Background: an optimization exercise with open tools, aiming at small area, a short achievable clock period and few clock cycles per item. Do not read the settings as production practice. RTL that was checked went through simulation tests only; none was proved equivalent to the original. Power is estimated from default activity; no workload was simulated.

Setup of try-lagoon:
==> flow/design.v (excerpt) <==
module tpe_fparse (
    input  wire         clk,
    input  wire         rst,
    input  wire         in_valid,
    input  wire [7:0]   in_data,
    input  wire         in_last,
    output reg          in_ready,
    output reg          out_valid,
    input  wire         out_ready,
    output reg          out_end,
    output wire [7:0]   out_kind,
    output reg          out_success,
    output reg  [31:0]  out_word,
    output wire [15:0]  out_period,
    output reg          out_flag,
    output reg  [103:0] out_temps,
    output reg  [15:0]  out_cursor
);
    localparam [7:0]  SYNC0       = 8'hCA;
    localparam [7:0]  SYNC1       = 8'hFE;
    localparam [15:0] CRC_POLY    = 16'h1021;
    localparam [15:0] CRC_INIT    = 16'hFFFF;
    function [15:0] crc_byte;
        input [15:0] c_in;
        input [7:0]  b;
        reg   [15:0] c;
        integer      i;
        begin
            c = c_in ^ {b, 8'h00};
            for (i = 0; i < 8; i = i + 1)
                c = c[15] ? ((c << 1) ^ CRC_POLY) : (c << 1);
            crc_byte = c;
        end
    endfunction
    reg  [8:0]  fidx;          
    reg  [8:0]  flen;          
    reg         at_last;       
    reg         recq;          
    reg         stopped;       
    reg  [15:0] crc_rx;
    reg  [15:0] crc;
    reg  [2:0]  kind;
    reg         chk;           
    reg  [3:0]  crcgood;       
    reg         lastp;         
    reg         fresh;         
  ...
Size in the first run: ~220 flip-flops, about 190 I/O pins.
==> module tpe_fparse, before the edit <==
module tpe_fparse (
    input  wire         clk,
    input  wire         rst,
    input  wire         in_valid,
    input  wire [7:0]   in_data,
    input  wire         in_last,
    output reg          in_ready,
    output reg          out_valid,
    input  wire         out_ready,
    output reg          out_end,
    output wire [7:0]   out_kind,
    output reg          out_success,
    output reg  [31:0]  out_word,
    output wire [15:0]  out_period,
    output reg          out_flag,
    output reg  [103:0] out_temps,
    output reg  [15:0]  out_cursor
);
    localparam [7:0]  SYNC0       = 8'hCA;
    localparam [7:0]  SYNC1       = 8'hFE;
    localparam [15:0] CRC_POLY    = 16'h1021;
    localparam [15:0] CRC_INIT    = 16'hFFFF;
    function [15:0] crc_byte;
        input [15:0] c_in;
        input [7:0]  b;
        reg   [15:0] c;
        integer      i;
        begin
            c = c_in ^ {b, 8'h00};
            for (i = 0; i < 8; i = i + 1)
                c = c[15] ? ((c << 1) ^ CRC_POLY) : (c << 1);
            crc_byte = c;
        end
    endfunction
    reg  [8:0]  fidx;          
    reg  [8:0]  flen;          
    reg         at_last;       
    reg         recq;          
    reg         stopped;       
    reg  [15:0] crc_rx;
    reg  [15:0] crc;
    reg  [2:0]  kind;
    reg         chk;           
    reg  [3:0]  crcgood;       
    reg         lastp;         
    reg         fresh;         
    reg         end_pending;
    reg         end_zero;      
    reg         zq;            
    assign out_kind   = {5'd0, kind};
    assign out_period = out_temps[15:0];
    wire out_free = !out_valid || out_ready;
    wire take = in_valid && in_ready;
    wire wr = !out_valid;      
    wire type_ok = (in_data[7:3] == 5'd0) && (in_data[2:0] != 3'd0) && (in_data[2:0] != 3'd7);
    reg  hdr_bad;
    always @(*) begin
        case (fidx)
            9'd0:    hdr_bad = (in_data != SYNC0);
            9'd1:    hdr_bad = (in_data != SYNC1);
            9'd4:    hdr_bad = !type_ok;
            default: hdr_bad = 1'b0;
        endcase
    end
    wire f6 = (fidx == 9'd6);
    wire frame_done = f6 ? (in_data == 8'd0) : at_last;
    wire [15:0] crc_next = crc_byte(crc, in_data);
    reg  rec_len_ok;
    always @(*) begin
        case (kind)
            3'd4:    rec_len_ok = (in_data >= 8'd17);
            3'd3:    rec_len_ok = (in_data >= 8'd6);
            3'd6:    rec_len_ok = (in_data != 8'd0);
            default: rec_len_ok = 1'b1;
        endcase
    end
    wire        crc_ok   = chk && (&crcgood);
    wire        rec_b    = crc_ok && recq;
    wire [9:0]  csum_lo  = {1'b0, out_cursor[8:0]} + {1'b0, flen};
    wire [6:0]  cur_hi1  = out_cursor[15:9] + 7'd1;
    wire [15:0] csum     = {csum_lo[9] ? cur_hi1 : out_cursor[15:9], csum_lo[8:0]};
    integer k;
    always @(posedge clk) begin
        case (fidx)
            9'd2: crc_rx[7:0]  <= in_data;
            9'd3: crc_rx[15:8] <= in_data;
            9'd4: if (wr) kind        <= in_data[2:0];
            9'd5: if (wr) out_success <= (in_data != 8'd0);
            9'd7: if (wr) out_flag    <= (in_data != 8'd0);
            9'd6: begin
                flen <= {1'b0, in_data} + 9'd7;
                recq <= rec_len_ok;
            end
            default: ;
        endcase
        for (k = 0; k < 4; k = k + 1)
            if (wr && fidx == 9'd7 + k) out_word[8*k +: 8] <= in_data;
        for (k = 0; k < 13; k = k + 1)
            if (wr && fidx == 9'd11 + k) out_temps[8*k +: 8] <= in_data;
        if (fidx < 9'd4)
            crc <= CRC_INIT;
        else if (take)
            crc <= crc_next;
        for (k = 0; k < 4; k = k + 1)
            crcgood[k] <= (crc_next[4*k +: 4] == crc_rx[4*k +: 4]);
    end
    reg s0v, s0e, s1v, s1z, s2v;
    reg cur_zero;
    reg restart;
    always @(posedge clk) begin
        s0v = out_valid;   s0e = out_end;
        s1v = end_pending; s1z = end_zero;
        s2v = zq;
        cur_zero = 1'b0;
        restart = take && (in_last || frame_done);
        if (rst) begin
            fidx        <= 9'd0;
            at_last     <= 1'b0;
            stopped     <= 1'b0;
            chk         <= 1'b0;
            lastp       <= 1'b0;
            fresh       <= 1'b1;
            end_pending <= 1'b0;
            end_zero    <= 1'b0;
            zq          <= 1'b0;
            out_valid   <= 1'b0;
            in_ready    <= 1'b1;
        end else begin
            chk   <= take && frame_done && !stopped;
            lastp <= take && in_last;
            if (restart) begin
                fidx    <= 9'd0;
                at_last <= 1'b0;
            end else if (take) begin
                fidx    <= fidx + 9'd1;
                at_last <= f6 ? (in_data == 8'd1) : (fidx + 9'd2 == flen);
            end
            if (take && in_last)
                stopped <= 1'b0;
            else if ((take && !stopped && hdr_bad) || (chk && !(&crcgood) && !lastp))
                stopped <= 1'b1;
            if (crc_ok)
                fresh <= 1'b0;
            if (lastp)
                fresh <= 1'b1;
            if (fresh && !out_valid && !lastp)
                cur_zero = 1'b1;
            if (out_free) begin
                s0v = s1v;  s0e = 1'b1;
                if (s1v && s1z)
                    cur_zero = 1'b1;
                s1v = s2v;  s1z = 1'b1;
                s2v = 1'b0;
            end
            if (rec_b) begin
                s0v = 1'b1; s0e = 1'b0;
                if (lastp) begin
                    s1v = 1'b1; s1z = 1'b0;
                end
            end else if (lastp) begin
                if (!s0v) begin
                    s0v = 1'b1; s0e = 1'b1;
                    if (fresh) cur_zero = 1'b1;
                end else if (!s1v) begin
                    s1v = 1'b1; s1z = s0e;
                    if (fresh && !s0e) cur_zero = 1'b1;
                end else
                    s2v = 1'b1;
            end
            if (crc_ok)
                out_cursor <= csum;
            else if (cur_zero)
                out_cursor <= 16'd0;
            out_valid   <= s0v;
            out_end     <= s0e;
            end_pending <= s1v;
            end_zero    <= s1z;
            zq          <= s2v;
            in_ready    <= !(take && in_last) && !s2v &&
                           !(s0v && (take ? (!restart && fidx >= 9'd3) : (fidx >= 9'd4)));
        end
    end
endmodule
clock: 4.5 ns
lec_check: 0
abc_clock_period_in_ps: 2000
cap_margin: 20
core_margin: 2
core_utilization: 40
setup_slack_margin: 2.3
slew_margin: 20
standard.sh (not shown) runs the stock make flow with config.mk's settings and CLKGATE_MAP_FILE= SYNTH_SCRIPT=/design/flow/synth_recipe.tcl, a recipe that flattens the netlist after the stock synthesis.
==> flow/flow/run.sh <==
#!/bin/bash
# The standard layout, with plain buf_1 cells as the port buffers.
set -euo pipefail
export BUFFER_PORTS_ARGS="-buffer_cell sky130_fd_sc_hd__buf_1"
bash standard.sh > standard_flow.log 2>&1
try-lagoon ended with every stage complete and zero timing, DRC or antenna violations.
Testbench counts of try-lagoon, summed over its fixed seeds: cycles 60,390, bytes 59,167.
Inputs modified between try-lagoon and try-indigo:
--- a/flow/design.v
+++ b/flow/design.v
@@ -31,19 +31,19 @@
                 c = c[15] ? ((c << 1) ^ CRC_POLY) : (c << 1);
             crc_byte = c;
         end
     endfunction
     reg  [8:0]  fidx;          
-    reg  [8:0]  flen;          
+    reg  [8:0]  lm;            
     reg         at_last;       
     reg         recq;          
     reg         stopped;       
     reg  [15:0] crc_rx;
     reg  [15:0] crc;
     reg  [2:0]  kind;
     reg         chk;           
-    reg  [3:0]  crcgood;       
+    reg         crcgood;       
     reg         lastp;         
     reg         fresh;         
     reg         end_pending;
     reg         end_zero;      
     reg         zq;            
@@ -72,25 +72,23 @@
             3'd3:    rec_len_ok = (in_data >= 8'd6);
             3'd6:    rec_len_ok = (in_data != 8'd0);
             default: rec_len_ok = 1'b1;
         endcase
     end
-    wire        crc_ok   = chk && (&crcgood);
+    wire        crc_ok   = chk && crcgood;
     wire        rec_b    = crc_ok && recq;
-    wire [9:0]  csum_lo  = {1'b0, out_cursor[8:0]} + {1'b0, flen};
-    wire [6:0]  cur_hi1  = out_cursor[15:9] + 7'd1;
-    wire [15:0] csum     = {csum_lo[9] ? cur_hi1 : out_cursor[15:9], csum_lo[8:0]};
+    wire [15:0] csum     = out_cursor + {7'd0, lm} + 16'd2;
     integer k;
     always @(posedge clk) begin
         case (fidx)
             9'd2: crc_rx[7:0]  <= in_data;
             9'd3: crc_rx[15:8] <= in_data;
             9'd4: if (wr) kind        <= in_data[2:0];
             9'd5: if (wr) out_success <= (in_data != 8'd0);
             9'd7: if (wr) out_flag    <= (in_data != 8'd0);
             9'd6: begin
-                flen <= {1'b0, in_data} + 9'd7;
+                lm   <= {1'b0, in_data} + 9'd5;
                 recq <= rec_len_ok;
             end
             default: ;
         endcase
         for (k = 0; k < 4; k = k + 1)
@@ -99,12 +97,11 @@
             if (wr && fidx == 9'd11 + k) out_temps[8*k +: 8] <= in_data;
         if (fidx < 9'd4)
             crc <= CRC_INIT;
         else if (take)
             crc <= crc_next;
-        for (k = 0; k < 4; k = k + 1)
-            crcgood[k] <= (crc_next[4*k +: 4] == crc_rx[4*k +: 4]);
+        crcgood <= (crc_next == crc_rx);
     end
     reg s0v, s0e, s1v, s1z, s2v;
     reg cur_zero;
     reg restart;
     always @(posedge clk) begin
@@ -131,15 +128,15 @@
             if (restart) begin
                 fidx    <= 9'd0;
                 at_last <= 1'b0;
             end else if (take) begin
                 fidx    <= fidx + 9'd1;
-                at_last <= f6 ? (in_data == 8'd1) : (fidx + 9'd2 == flen);
+                at_last <= f6 ? (in_data == 8'd1) : (fidx == lm);
             end
             if (take && in_last)
                 stopped <= 1'b0;
-            else if ((take && !stopped && hdr_bad) || (chk && !(&crcgood) && !lastp))
+            else if ((take && !stopped && hdr_bad) || (chk && !crcgood && !lastp))
                 stopped <= 1'b1;
             if (crc_ok)
                 fresh <= 1'b0;
             if (lastp)
                 fresh <= 1'b1;
Notes after the runs:
Xor/xnor cell area share of the yosys netlist: try-indigo < try-lagoon
Normalized max-slew margin ends up lower on try-indigo.
Summary of the comparison: post-CTS setup-driven buffer insertion count is higher in try-indigo, relative to try-lagoon.
When try-indigo is set beside try-lagoon, its wire length per cell after detailed routing turns out to be about 1.3% larger.
try-indigo against try-lagoon: clock network area share was more or less identical; minimum setup slack in the final design went down by 0.28 ns; routed wire length went up by 1.9%; hold slack went down by 0.038 ns.
Of try-lagoon and try-indigo, the run reporting the lower all-layer global routing usage was try-lagoon.
Between try-lagoon and try-indigo, cell count increased.
Between try-indigo and try-lagoon, it is try-indigo whose upper clock frequency limit is lower, by about 12%.
Combinational power: try-indigo > try-lagoon
Only the layout flow was run in try-indigo; the RTL was not checked for function there.

========
the reference run:
tpe_fparse, a different RTL version from the one above (not shown whole).
For scale: roughly 220 flip-flops, roughly 190 I/O pins, ~0.0089 mm^2 of cells after synthesis.
==> module tpe_fparse, before the edit <==
module tpe_fparse (
    input  wire         clk,
    input  wire         rst,
    input  wire         in_valid,
    input  wire [7:0]   in_data,
    input  wire         in_last,
    output reg          in_ready,
    output reg          out_valid,
    input  wire         out_ready,
    output reg          out_end,
    output wire [7:0]   out_kind,
    output reg          out_success,
    output reg  [31:0]  out_word,
    output wire [15:0]  out_period,
    output reg          out_flag,
    output reg  [103:0] out_temps,
    output reg  [15:0]  out_cursor
);
    localparam [7:0]  SYNC0       = 8'hCA;
    localparam [7:0]  SYNC1       = 8'hFE;
    localparam [15:0] CRC_POLY    = 16'h1021;
    localparam [15:0] CRC_INIT    = 16'hFFFF;
    function [15:0] crc_byte;
        input [15:0] c_in;
        input [7:0]  b;
        reg   [15:0] c;
        integer      i;
        begin
            c = c_in ^ {b, 8'h00};
            for (i = 0; i < 8; i = i + 1)
                c = c[15] ? ((c << 1) ^ CRC_POLY) : (c << 1);
            crc_byte = c;
        end
    endfunction
    function [15:0] add16;
        input [15:0] a;
        input [15:0] b;
        reg   [15:0] g, p, gg, pp, g2, p2;
        integer      i, lvl, span;
        begin
            g = a & b;
            p = a ^ b;
            gg = g;
            pp = p;
            for (lvl = 0; lvl < 4; lvl = lvl + 1) begin
                span = 1 << lvl;
                g2 = gg;
                p2 = pp;
                for (i = 0; i < 16; i = i + 1)
                    if ((i / span) % 2 == 1) begin
                        g2[i] = gg[i] | (pp[i] & gg[(i / span) * span - 1]);
                        p2[i] = pp[i] & pp[(i / span) * span - 1];
                    end
                gg = g2;
                pp = p2;
            end
            add16 = p ^ {gg[14:0], 1'b0};
        end
    endfunction
    reg  [8:0]  fidx;          
    reg  [8:0]  flen;          
    reg         at_last;       
    reg         recq;          
    reg         stopped;       
    reg  [15:0] crc_rx;
    reg  [15:0] crc;
    reg  [2:0]  kind;
    reg         chk;           
    reg         crcgood;       
    reg         lastp;         
    reg         fresh;         
    reg         end_pending;
    reg         end_zero;      
    reg         zq;            
    assign out_kind   = {5'd0, kind};
    assign out_period = out_temps[15:0];
    wire out_free = !out_valid || out_ready;
    wire take = in_valid && in_ready;
    wire wr = !out_valid;      
    wire type_ok = (in_data[7:3] == 5'd0) && (in_data[2:0] != 3'd0) && (in_data[2:0] != 3'd7);
    reg  hdr_bad;
    always @(*) begin
        case (fidx)
            9'd0:    hdr_bad = (in_data != SYNC0);
            9'd1:    hdr_bad = (in_data != SYNC1);
            9'd4:    hdr_bad = !type_ok;
            default: hdr_bad = 1'b0;
        endcase
    end
    wire f6 = (fidx == 9'd6);
    wire frame_done = f6 ? (in_data == 8'd0) : at_last;
    wire [15:0] crc_next = crc_byte(crc, in_data);
    reg  rec_len_ok;
    always @(*) begin
        case (kind)
            3'd4:    rec_len_ok = (in_data >= 8'd17);
            3'd3:    rec_len_ok = (in_data >= 8'd6);
            3'd6:    rec_len_ok = (in_data != 8'd0);
            default: rec_len_ok = 1'b1;
        endcase
    end
    wire        crc_ok   = chk && crcgood;
    wire        rec_b    = crc_ok && recq;
    wire [15:0] csum     = add16(out_cursor, {7'd0, flen});
    integer k;
    always @(posedge clk) begin
        case (fidx)
            9'd2: crc_rx[7:0]  <= in_data;
            9'd3: crc_rx[15:8] <= in_data;
            9'd4: if (wr) kind        <= in_data[2:0];
            9'd5: if (wr) out_success <= (in_data != 8'd0);
            9'd7: if (wr) out_flag    <= (in_data != 8'd0);
            9'd6: begin
                flen <= {1'b0, in_data} + 9'd7;
                recq <= rec_len_ok;
            end
            default: ;
        endcase
        for (k = 0; k < 4; k = k + 1)
            if (wr && fidx == 9'd7 + k) out_word[8*k +: 8] <= in_data;
        for (k = 0; k < 13; k = k + 1)
            if (wr && fidx == 9'd11 + k) out_temps[8*k +: 8] <= in_data;
        if (fidx < 9'd4)
            crc <= CRC_INIT;
        else if (take)
            crc <= crc_next;
        crcgood <= (crc_next == crc_rx);
    end
    reg s0v, s0e, s1v, s1z, s2v;
    reg cur_zero;
    reg restart;
    always @(posedge clk) begin
        s0v = out_valid;   s0e = out_end;
        s1v = end_pending; s1z = end_zero;
        s2v = zq;
        cur_zero = 1'b0;
        restart = take && (in_last || frame_done);
        if (rst) begin
            fidx        <= 9'd0;
            at_last     <= 1'b0;
            stopped     <= 1'b0;
            chk         <= 1'b0;
            lastp       <= 1'b0;
            fresh       <= 1'b1;
            end_pending <= 1'b0;
            end_zero    <= 1'b0;
            zq          <= 1'b0;
            out_valid   <= 1'b0;
            in_ready    <= 1'b1;
        end else begin
            chk   <= take && frame_done && !stopped;
            lastp <= take && in_last;
            if (restart) begin
                fidx    <= 9'd0;
                at_last <= 1'b0;
            end else if (take) begin
                fidx    <= fidx + 9'd1;
                at_last <= f6 ? (in_data == 8'd1) : (fidx + 9'd2 == flen);
            end
            if (take && in_last)
                stopped <= 1'b0;
            else if ((take && !stopped && hdr_bad) || (chk && !crcgood && !lastp))
                stopped <= 1'b1;
            if (crc_ok)
                fresh <= 1'b0;
            if (lastp)
                fresh <= 1'b1;
            if (fresh && !out_valid && !lastp)
                cur_zero = 1'b1;
            if (out_free) begin
                s0v = s1v;  s0e = 1'b1;
                if (s1v && s1z)
                    cur_zero = 1'b1;
                s1v = s2v;  s1z = 1'b1;
                s2v = 1'b0;
            end
            if (rec_b) begin
                s0v = 1'b1; s0e = 1'b0;
                if (lastp) begin
                    s1v = 1'b1; s1z = 1'b0;
                end
            end else if (lastp) begin
                if (!s0v) begin
                    s0v = 1'b1; s0e = 1'b1;
                    if (fresh) cur_zero = 1'b1;
                end else if (!s1v) begin
                    s1v = 1'b1; s1z = s0e;
                    if (fresh && !s0e) cur_zero = 1'b1;
                end else
                    s2v = 1'b1;
            end
            if (crc_ok)
                out_cursor <= csum;
            else if (cur_zero)
                out_cursor <= 16'd0;
            out_valid   <= s0v;
            out_end     <= s0e;
            end_pending <= s1v;
            end_zero    <= s1z;
            zq          <= s2v;
            in_ready    <= !(take && in_last) && !s2v &&
                           !(s0v && (take ? (!restart && fidx >= 9'd3) : (fidx >= 9'd4)));
        end
    end
endmodule
Settings: LEC_CHECK=0, ABC_CLOCK_PERIOD_IN_PS=2000, CAP_MARGIN=20, CORE_MARGIN=2, CORE_UTILIZATION=40, SETUP_SLACK_MARGIN=2.3, SLEW_MARGIN=20; clock period 4.5 ns.
Scripts as last shown in full above: flow/flow/run.sh
#### Input delta (the trial run over the reference run)
==> flow/design.v <==
module tpe_fparse (
    input  wire         clk,
    input  wire         rst,
    input  wire         in_valid,
    input  wire [7:0]   in_data,
    input  wire         in_last,
    output reg          in_ready,
    output reg          out_valid,
    input  wire         out_ready,
    output reg          out_end,
    output wire [7:0]   out_kind,
    output reg          out_success,
    output reg  [31:0]  out_word,
    output wire [15:0]  out_period,
    output reg          out_flag,
    output reg  [103:0] out_temps,
    output reg  [15:0]  out_cursor
);
    localparam [7:0]  SYNC0       = 8'hCA;
    localparam [7:0]  SYNC1       = 8'hFE;
    localparam [15:0] CRC_POLY    = 16'h1021;
    localparam [15:0] CRC_INIT    = 16'hFFFF;
    function [15:0] crc_byte;
        input [15:0] c_in;
        input [7:0]  b;
        reg   [15:0] c;
        integer      i;
        begin
            c = c_in ^ {b, 8'h00};
            for (i = 0; i < 8; i = i + 1)
                c = c[15] ? ((c << 1) ^ CRC_POLY) : (c << 1);
            crc_byte = c;
        end
    endfunction
    reg  [8:0]  fidx;          
    reg  [8:0]  flen;          
    reg         at_last;       
    reg         stopped;       
    reg  [15:0] crc_rx;
    reg  [15:0] crc;
    reg  [2:0]  kind;
    reg         chk;           
    reg  [3:0]  crcgood;       
    reg         lastp;         
    reg         fresh;         
    reg         end_pending;
    reg         end_zero;      
    reg         zq;            
    assign out_kind   = {5'd0, kind};
    assign out_period = out_temps[15:0];
    wire out_free = !out_valid || out_ready;
    wire take = in_valid && in_ready;
    wire wr = !out_valid;      
    wire type_ok = (in_data[7:3] == 5'd0) && (in_data[2:0] != 3'd0) && (in_data[2:0] != 3'd7);
    reg  hdr_bad;
    always @(*) begin
        case (fidx)
            9'd0:    hdr_bad = (in_data != SYNC0);
            9'd1:    hdr_bad = (in_data != SYNC1);
            9'd4:    hdr_bad = !type_ok;
            default: hdr_bad = 1'b0;
        endcase
    end
    wire f6 = (fidx == 9'd6);
    wire frame_done = f6 ? (in_data == 8'd0) : at_last;
    wire [15:0] crc_next = crc_byte(crc, in_data);
    reg  rec_len_ok;
    always @(*) begin
        case (kind)
            3'd4:    rec_len_ok = (flen >= 9'd24);
            3'd3:    rec_len_ok = (flen >= 9'd13);
            3'd6:    rec_len_ok = (flen != 9'd7);
            default: rec_len_ok = 1'b1;
        endcase
    end
    wire        crc_ok   = chk && (&crcgood);
    wire        rec_b    = crc_ok && rec_len_ok;
    wire [9:0]  csum_lo  = {1'b0, out_cursor[8:0]} + {1'b0, flen};
    wire [6:0]  cur_hi1  = out_cursor[15:9] + 7'd1;
    wire [15:0] csum     = {csum_lo[9] ? cur_hi1 : out_cursor[15:9], csum_lo[8:0]};
    integer k;
    always @(posedge clk) begin
        case (fidx)
            9'd2: crc_rx[7:0]  <= in_data;
            9'd3: crc_rx[15:8] <= in_data;
            9'd4: if (wr) kind        <= in_data[2:0];
            9'd5: if (wr) out_success <= (in_data != 8'd0);
            9'd7: if (wr) out_flag    <= (in_data != 8'd0);
            9'd6: flen <= {1'b0, in_data} + 9'd7;
            default: ;
        endcase
        for (k = 0; k < 4; k = k + 1)
            if (wr && fidx == 9'd7 + k) out_word[8*k +: 8] <= in_data;
        for (k = 0; k < 13; k = k + 1)
            if (wr && fidx == 9'd11 + k) out_temps[8*k +: 8] <= in_data;
        if (fidx < 9'd4)
            crc <= CRC_INIT;
        else if (take)
            crc <= crc_next;
        for (k = 0; k < 4; k = k + 1)
            crcgood[k] <= (crc_next[4*k +: 4] == crc_rx[4*k +: 4]);
    end
    reg s0v, s0e, s1v, s1z, s2v;
    reg cur_zero;
    reg restart;
    always @(posedge clk) begin
        s0v = out_valid;   s0e = out_end;
        s1v = end_pending; s1z = end_zero;
        s2v = zq;
        cur_zero = 1'b0;
        restart = take && (in_last || frame_done);
        if (rst) begin
            fidx        <= 9'd0;
            at_last     <= 1'b0;
            stopped     <= 1'b0;
            chk         <= 1'b0;
            lastp       <= 1'b0;
            fresh       <= 1'b1;
            end_pending <= 1'b0;
            end_zero    <= 1'b0;
            zq          <= 1'b0;
            out_valid   <= 1'b0;
            in_ready    <= 1'b1;
        end else begin
            chk   <= take && frame_done && !stopped;
            lastp <= take && in_last;
            if (restart) begin
                fidx    <= 9'd0;
                at_last <= 1'b0;
            end else if (take) begin
                fidx    <= fidx + 9'd1;
                at_last <= f6 ? (in_data == 8'd1) : (fidx + 9'd2 == flen);
            end
            if (take && in_last)
                stopped <= 1'b0;
            else if ((take && !stopped && hdr_bad) || (chk && !(&crcgood) && !lastp))
                stopped <= 1'b1;
            if (crc_ok)
                fresh <= 1'b0;
            if (lastp)
                fresh <= 1'b1;
            if (fresh && !out_valid && !lastp)
                cur_zero = 1'b1;
            if (out_free) begin
                s0v = s1v;  s0e = 1'b1;
                if (s1v && s1z)
                    cur_zero = 1'b1;
                s1v = s2v;  s1z = 1'b1;
                s2v = 1'b0;
            end
            if (rec_b) begin
                s0v = 1'b1; s0e = 1'b0;
                if (lastp) begin
                    s1v = 1'b1; s1z = 1'b0;
                end
            end else if (lastp) begin
                if (!s0v) begin
                    s0v = 1'b1; s0e = 1'b1;
                    if (fresh) cur_zero = 1'b1;
                end else if (!s1v) begin
                    s1v = 1'b1; s1z = s0e;
                    if (fresh && !s0e) cur_zero = 1'b1;
                end else
                    s2v = 1'b1;
            end
            if (crc_ok)
                out_cursor <= csum;
            else if (cur_zero)
                out_cursor <= 16'd0;
            out_valid   <= s0v;
            out_end     <= s0e;
            end_pending <= s1v;
            end_zero    <= s1z;
            zq          <= s2v;
            in_ready    <= !(take && in_last) && !s2v &&
                           !(s0v && (take ? (!restart && fidx >= 9'd3) : (fidx >= 9'd4)));
        end
    end
endmodule
## What came out
Register-to-register setup slack ended up 330 ps higher on the trial run than on the reference run.
Sort the trial run and the reference run by area of the core, ascending, and the reference run comes first.
Against the reference run, the trial run comes in 7.4 points lower on ratio of final minimum period to clock period.
Higher area of the die was reported by the trial run, not the reference run.
[compare] base=the reference run new=the trial run: relative contribution of the clock network to total power now smaller; final critical delay including setup and external delays now smaller; setup slack now larger; flip-flop and latch count now larger.
Compared with the reference run, the trial run shows a clock-cell share of area that is 0.99 points lower.
Looking only at amount of wire on met3 after detailed routing, and setting everything else aside, the higher value of the trial run and the reference run goes to the reference run.
Testbench counts of the trial run, summed over its fixed seeds: cycles 60,390, bytes 59,167.
Only the layout flow was run in the reference run; the RTL was not checked for function there.

==> port drivers added, routing unchanged <==
Ports are ideal in the flow. The routed layouts listed here were re-timed in OpenROAD. Step 1 sets driving cells, clkbuf_16 on the clock port and buf_2 on the other inputs (assumed; they add their load-dependent delay and slew). Step 2 also shifts input and output timing later by t, the mid clock arrival at the registers, as if the neighbouring blocks saw the same clock. Three values: no drivers, after step 1, after step 2; two values: the first two.
| run | t, ns | setup WS [ns] | latest minus earliest clock arrival (ns) | worst register clock-pin slew, ns |
|---|---|---|---|---|
| try-lagoon | 0.544 | 2.378 / 2.380 / 1.846 | 0.009 / 0.010 | 0.06 / 0.06 |
| try-indigo | 0.548 | 2.099 / 2.099 / 1.792 | 0.014 / 0.014 | 0.06 / 0.06 |
| the reference run | 0.549 | 2.057 / 2.057 / 1.799 | 0.019 / 0.018 | 0.06 / 0.06 |
| the trial run | 0.557 | 2.389 / 2.342 / 1.958 | 0.017 / 0.017 | 0.06 / 0.06 |
After both steps every run listed still meets setup and hold. The setup slack of try-lagoon, which loses most, moves by +0.002 ns with the drivers and by -0.532 ns with both steps.
